From an optimization exercise on the open Yosys and OpenROAD flow, aimed at a short achievable clock period and few clock cycles; shortcuts taken in it are not production practice. The RTL was checked by simulation tests, not by an equivalence proof against the original design. Power figures rest on the tool's default switching activity, not on a simulated workload.

Setup of R:
Design lian_fdc, start of the top module:
module lian_fdc (
    input  wire        clk,
    input  wire        rst,
    input  wire        in_valid,
    input  wire        in_end,
    input  wire [7:0]  in_data,
    output wire        in_ready,
    output wire        out0_valid,
    input  wire        out0_ready,
    output wire        out1_valid,
    input  wire        out1_ready,
    output wire        out2_valid,
    input  wire        out2_ready,
    output wire        out3_valid,
    input  wire        out3_ready,
    output wire [7:0]  out_type,
    output wire [7:0]  out_data,
    output wire        out_first,
    output wire        out_last,
    output wire        out_empty,
    input  wire        csr_req,
    input  wire        csr_we,
    input  wire [7:0]  csr_addr,
    input  wire [2:0]  csr_size,
    input  wire [31:0] csr_wdata,
    output reg  [31:0] csr_rdata,
    output reg         csr_err,
    output wire        irq
);
clock: 9.5 ns
lec_check: 0
abc_clock_period_in_ps: 3000
cap_margin: 20
core_margin: 2
core_utilization: 40
setup_slack_margin: 5
slew_margin: 20
run.sh (not shown) runs the stock make flow with config.mk's settings and CLKGATE_MAP_FILE= SYNTH_SCRIPT=/design/flow/synth_recipe.tcl, a recipe that flattens the netlist after the stock synthesis.
Testbench counts of R, summed over its fixed seeds: cycles 22,599.
Relative to R, the following input files were edited for S:
# R
export LEC_CHECK = 0
export ABC_CLOCK_PERIOD_IN_PS = 3000
export CAP_MARGIN = 20
export CORE_MARGIN = 2
export CORE_UTILIZATION = 40
export SETUP_SLACK_MARGIN = 5
export SLEW_MARGIN = 20
create_clock -name core_clock -period 9.5 [get_ports {clk}]
# S
export LEC_CHECK = 0
export CAP_MARGIN = 20
export CORE_MARGIN = 2
export CORE_UTILIZATION = 40
export SLEW_MARGIN = 20
create_clock -name core_clock -period 9.5 [get_ports {clk}]
[summary]
R was carried through to the last stage, and its layout satisfied the timing, design-rule and antenna checks.
No stage failed in S, and the final checks on the layout all came back clean.
Power consumption deteriorates in S relative to R.
Lower maximum fanout along the worst path was reported by R, not S.
Proportion of power drawn by combinational gates down 0.2 points in S wrt R
For number of non-filler instances in the completed layout, R and S come out practically identical.
R and S ended up with roughly the same post-detailed-placement cell area.
The higher final worst setup slack came out of R.
Against R, total CTS buffers in S rose slightly.
Where shortest clock period the worst path allows after layout is concerned, R is better than S.
When the final numbers for S and R were put side by side, the worst reg-to-reg setup slack turned out to be smaller in S.
Comparing S and R, the lower routing usage on met2 was measured on R.


lian_fdc again, from the RTL that the note above started with.
==> flow/config.mk <==
export PLATFORM = sky130hd
export DESIGN_NAME = lian_fdc
export DESIGN_NICKNAME = lian_fdc
export VERILOG_FILES = /design/flow/design.v
export SDC_FILE = /design/flow/constraint.sdc
export NUM_CORES = 4
export LEC_CHECK = 0
export ABC_CLOCK_PERIOD_IN_PS = 3000
export CAP_MARGIN = 20
export CORE_MARGIN = 2
export CORE_UTILIZATION = 40
export SETUP_SLACK_MARGIN = 5
export SLEW_MARGIN = 20
==> flow/constraint.sdc <==
create_clock -name core_clock -period 9.5 [get_ports {clk}]
set_input_delay 1.9000 -clock core_clock [delete_from_list [all_inputs] [get_ports {clk}]]
set_output_delay 1.9000 -clock core_clock [all_outputs]
set_load 0.01 [all_outputs]
standard.sh (not shown) runs the stock make flow with config.mk's settings and CLKGATE_MAP_FILE= SYNTH_SCRIPT=/design/flow/synth_recipe.tcl, a recipe that flattens the netlist after the stock synthesis.
==> flow/flow/run.sh <==
#!/bin/bash
set -euo pipefail
bash standard.sh SETUP_SLACK_MARGIN=5.7 finish > make_finish.log 2>&1
Testbench counts at the start, summed over its fixed seeds: cycles 22,599.
Change:
==> flow/flow/run.sh (replaced) <==
#!/bin/bash
set -euo pipefail
bash standard.sh SETUP_SLACK_MARGIN=6.3 finish > make_finish.log 2>&1
Result: The changed run passed the timing, design-rule and antenna checks; global-route usage goes up by 3.0 points; sequential share of layout area goes down by 5.9 points; synthesized cell count does not change; clock power goes down by about 3%; non-clock buffer count goes up by 303; hold slack gains 0.013 ns.
Change:
==> flow/run.sh (new file) <==
#!/bin/bash
# synth_recipe.tcl (not shown) runs the flow's synth.tcl, then flattens the netlist and writes it again
# the make line also repeats each setting of config.mk as NAME=value (left out here)
make -C /OpenROAD-flow-scripts/flow DESIGN_CONFIG=/design/flow/config.mk WORK_HOME=/design/flow/orfs CLKGATE_MAP_FILE= SYNTH_SCRIPT=/design/flow/synth_recipe.tcl finish
- ABC_CLOCK_PERIOD_IN_PS: 3000 -> default
removed: flow/flow/run.sh
removed: flow/standard.sh
Global-route usage shrinks by 3.8 points.
Critical path depth came out higher by 4.
Total power went down by a few percent.
Worst setup slack loses 0.13 ns.
Area after synthesis does not change.
Die area is unchanged.
Cell area falls by about a fifth.
Worst hold slack loses 0.011 ns.
First-iteration DRC count decreases by about a fifth.
Routed wire length goes down by about a fifth.
Clock skew shrinks by 0.052 ns.

[what the ideal ports hide]
How much do the figures lean on ideal ports? The routed layouts below were timed once more, with nothing changed but the port constraints.
Step 1 (the two cells are an assumption about what drives the block):
set clk [get_ports {clk}]
set_driving_cell -lib_cell sky130_fd_sc_hd__clkbuf_16 $clk
set_driving_cell -lib_cell sky130_fd_sc_hd__buf_2 [delete_from_list [all_inputs] $clk]
Step 2 times the ports against the registers' clock, not the clock port: input delays grow and output delays shrink by t, the midpoint of the rising clock arrivals with the driver on.
a / b / c = ideal / step 1 / step 2; a / b = the first two.
run	shift t [ns]	slack for setup (ns)	worst setup path after step 2	latest minus earliest clock arrival (ns)	worst data-port slew with drivers (ns)
R	0.788	5.010 / 4.905 / 4.117	input to register	0.043 / 0.043	0.16
S	0.796	3.529 / 3.570 / 2.774	input to register	0.038 / 0.038	0.13
the first run of note 2	0.799	5.212 / 5.166 / 4.904	input to register	0.032 / 0.033	0.15
the second run of note 2	0.773	5.138 / 5.090 / 4.808	input to register	0.093 / 0.093	0.13
the third run of note 2	0.788	5.010 / 4.905 / 4.117	input to register	0.043 / 0.043	0.16
After both steps setup and hold are still met in every run listed.
